Background: an optimization exercise with open tools, aiming at small area, a short achievable clock period and few clock cycles. Do not read the settings as production practice.
The RTL was checked by simulation tests, not by an equivalence proof against the original design.
No activity file was given, so power comes from the tool's default toggle rates.

==> flow/design.v (excerpt) <==
module ofdmtx_enc (
    input  wire        clk,
    input  wire        rst,
    input  wire        start_valid,
    output wire        start_ready,
    input  wire [7:0]  cfg_rb,      
    input  wire [11:0] cfg_len,     
    input  wire [6:0]  cfg_seed,    
    input  wire        in_valid,
    output wire        in_ready,
    input  wire [7:0]  in_data,
    output wire        out_valid,
    input  wire        out_ready,
    output wire [5:0]  out_data,
    output wire        out_last,
    output wire        out_err
);
    function [2:0] cost;
        input [1:0] code;
        case (code)
            2'd0: cost = 3'd1;
            2'd1: cost = 3'd2;
            2'd2: cost = 3'd4;
            default: cost = 3'd6;
        endcase
    endfunction
    localparam [1:0] F_IDLE = 2'd0, F_DEC = 2'd1, F_FILL = 2'd2, F_ERR = 2'd3;
    reg [1:0]   fstate;
    reg [7:0]   f_rb;
    reg [11:0]  f_rem;       
    reg [6:0]   scr;         
    reg         f_tdone;     
    reg         f_first;     
    reg [4:0]   f_row;       
    reg [5:0]   hist;        
    reg         full;        
    reg         full_last;   
    reg         full_err;    
    reg         ch_q;        
    reg         sr_q;        
    reg         ir_q;        
    reg         bv;          
    reg [7:0]   bd;
    reg [149:0] R;
    reg         r_act, r_err, r_last;
    reg [3:0]   f_g;         
    reg [3:0]   r_g;         
    reg [3:0]   r_c;         
    reg [4:0]   r_q;         
    reg [1:0]   r_blk;
    reg [3:0]   r_sc;
    reg [2:0]   r_d;         
    reg         r_sh;        
    reg         o_v, o_last, o_err;
    reg [5:0]   o_d;
    reg         k_v, k_last, k_err;
    reg [5:0]   k_d;
    assign start_ready = sr_q;
  ...
Size in the first run: roughly 1400 cells after synthesis, ~51 I/O pins.
Settings: LEC_CHECK=0, CAP_MARGIN=20, CORE_MARGIN=2, CORE_UTILIZATION=40, CTS_CLUSTER_DIAMETER=80, CTS_CLUSTER_SIZE=40, SLEW_MARGIN=20; clock period 20.0 ns.
standard.sh (not shown) runs the stock make flow with config.mk's settings and CLKGATE_MAP_FILE= SYNTH_SCRIPT=/design/flow/synth_recipe.tcl, a recipe that flattens the netlist after the stock synthesis.
==> flow/flow/run.sh <==
#!/bin/bash
# The standard layout (the standard.sh: standard synthesis, then ORFS to
# finish), with ORFS's own setup repair asked to leave a slack margin, so that
# its sizing passes also shorten the paths that already meet the 20 ns clock.
# The clock, the constraints and every other step are the standard ones.
set -euo pipefail
bash standard.sh SETUP_SLACK_MARGIN=15.0 finish > standard_finish.log 2>&1
The baseline finished with timing, DRC and antenna clean.
Testbench counts at the start, summed over its fixed seeds: cycles 75,348.
==> next run, changes <==
==> flow/run.sh (new file) <==
#!/bin/bash
# synth_recipe.tcl (not shown) runs the flow's synth.tcl, then flattens the netlist and writes it again
# the make line also repeats each setting of config.mk as NAME=value (left out here)
make -C /OpenROAD-flow-scripts/flow DESIGN_CONFIG=/design/flow/config.mk WORK_HOME=/design/flow/orfs CLKGATE_MAP_FILE= SYNTH_SCRIPT=/design/flow/synth_recipe.tcl finish
CTS_CLUSTER_DIAMETER = default   (was 80)
CTS_CLUSTER_SIZE = default   (was 40)
removed: flow/flow/run.sh
removed: flow/standard.sh
What happened: Global-route usage grows by 0.36 points; routed wire length grows by 1.3%; sequential share of layout area shrinks by 1.2 points; utilization grows by 1.2 points.

---

Starting RTL as in the previous note.
Settings: LEC_CHECK=0, CAP_MARGIN=20, CORE_MARGIN=2, CORE_UTILIZATION=40, CTS_CLUSTER_DIAMETER=70, CTS_CLUSTER_SIZE=35, SLEW_MARGIN=20; clock period 20.0 ns.
==> flow/flow/run.sh <==
#!/bin/bash
# The standard layout (the standard.sh: standard synthesis, then ORFS to
# finish), with ORFS's own setup repair asked to leave a slack margin, so that
# its sizing passes also shorten the paths that already meet the 20 ns clock.
# The clock, the constraints and every other step are the standard ones.
set -euo pipefail
bash standard.sh SETUP_SLACK_MARGIN=15.0 finish > standard_finish.log 2>&1
Testbench counts at the start, summed over its fixed seeds: cycles 75,348.
Change:
Settings changed: CTS_CLUSTER_DIAMETER 70 to default, CTS_CLUSTER_SIZE 35 to default.
Outcome:
- The changed run finished with timing, DRC and antenna clean
- synthesized area is unchanged
- worst setup slack is better by 3.4 ps
- die area does not change
- global-route usage is higher by 0.13 points
- design area increases slightly
- via count came out higher slightly
- cell count goes up slightly
- clock power went up by about a fifth
- utilization went up by 0.55 points
- clock-buffer cell count grows by 20
- critical path depth is unchanged
Change:
Settings changed: CTS_CLUSTER_DIAMETER from default to 60, CTS_CLUSTER_SIZE from default to 30.
Result: Sequential power stays flat. Clock power is higher slightly. Hold slack stays flat. Maximum frequency barely changes. Total power is about the same. Utilization barely changes. Routed wire length barely changes. Die area does not change.
Change:
==> flow/flow/run.sh (replaced) <==
#!/bin/bash
# The standard layout (the standard.sh: standard synthesis, then ORFS to
# finish), with two changes to how it is made:
#  - ORFS's own setup repair is asked to leave a slack margin, so that its
#    sizing passes also shorten the paths that already meet the 20 ns clock;
#  - the port buffers that buffer_ports inserts on every input and output are
#    plain buf_1 cells rather than the default pick (a delay buffer).
# The clock, the constraints and every other step are the standard ones.
set -euo pipefail
bash standard.sh SETUP_SLACK_MARGIN=15.0 "BUFFER_PORTS_ARGS=-buffer_cell sky130_fd_sc_hd__buf_1" finish > standard_finish.log 2>&1
Settings changed: CTS_CLUSTER_DIAMETER 60 to 70, CTS_CLUSTER_SIZE 30 to 35.
What happened:
- The new run went through all stages and came out clean
- sequential share of layout area is higher by 1.1 points
- total power fell by a few percent
- maximum frequency rises slightly
- routed wire length decreases slightly
- combinational power hardly moves
- register-to-register slack got worse by 70 ps
- via count falls slightly
- count of clock-buffer cells in the layout is lower by 8
- synthesized cell count is unchanged

==> re-timing with driven ports <==
No port has a modelled driver above. Below, the same layouts with a new extraction and two added sets of constraints.
Step 1 assumes that a clkbuf_16 drives the clock port and a buf_2 every other input.
Step 2 moves the port delays by t, midway between the first and last clock arrival at a register: inputs arrive t later, outputs are due t later. That takes back most of the time a late clock gives input paths.
Slacks: ideal ports / drivers / drivers and shift; pairs: ideal ports / drivers.
run | t (ns) | setup WS [ns] | hold slack, ns | latest minus earliest clock arrival (ns) | worst data-port slew with drivers (ns)
the first run of note 1 | 0.550 | 14.973 / 14.921 / 14.535 | 0.472 / 0.472 / 0.472 | 0.023 / 0.023 | 0.04
the second run of note 1 | 0.609 | 14.506 / 14.453 / 14.087 | 0.451 / 0.451 / 0.451 | 0.016 / 0.015 | 0.04
the first run of note 2 | 0.585 | 14.947 / 14.893 / 14.529 | 0.448 / 0.448 / 0.448 | 0.045 / 0.045 | 0.04
the second run of note 2 | 0.603 | 14.950 / 14.899 / 14.518 | 0.454 / 0.454 / 0.454 | 0.019 / 0.019 | 0.04
the third run of note 2 | 0.595 | 14.950 / 14.897 / 14.508 | 0.457 / 0.457 / 0.457 | 0.034 / 0.034 | 0.04
the fourth run of note 2 | 0.574 | 14.968 / 14.913 / 14.789 | 0.426 / 0.426 / 0.426 | 0.037 / 0.036 | 0.04
After both steps setup and hold are still met in every run listed. For the third run of note 2, which loses most, drivers alone change the setup slack by -0.053 ns; drivers and shift together by -0.442 ns.
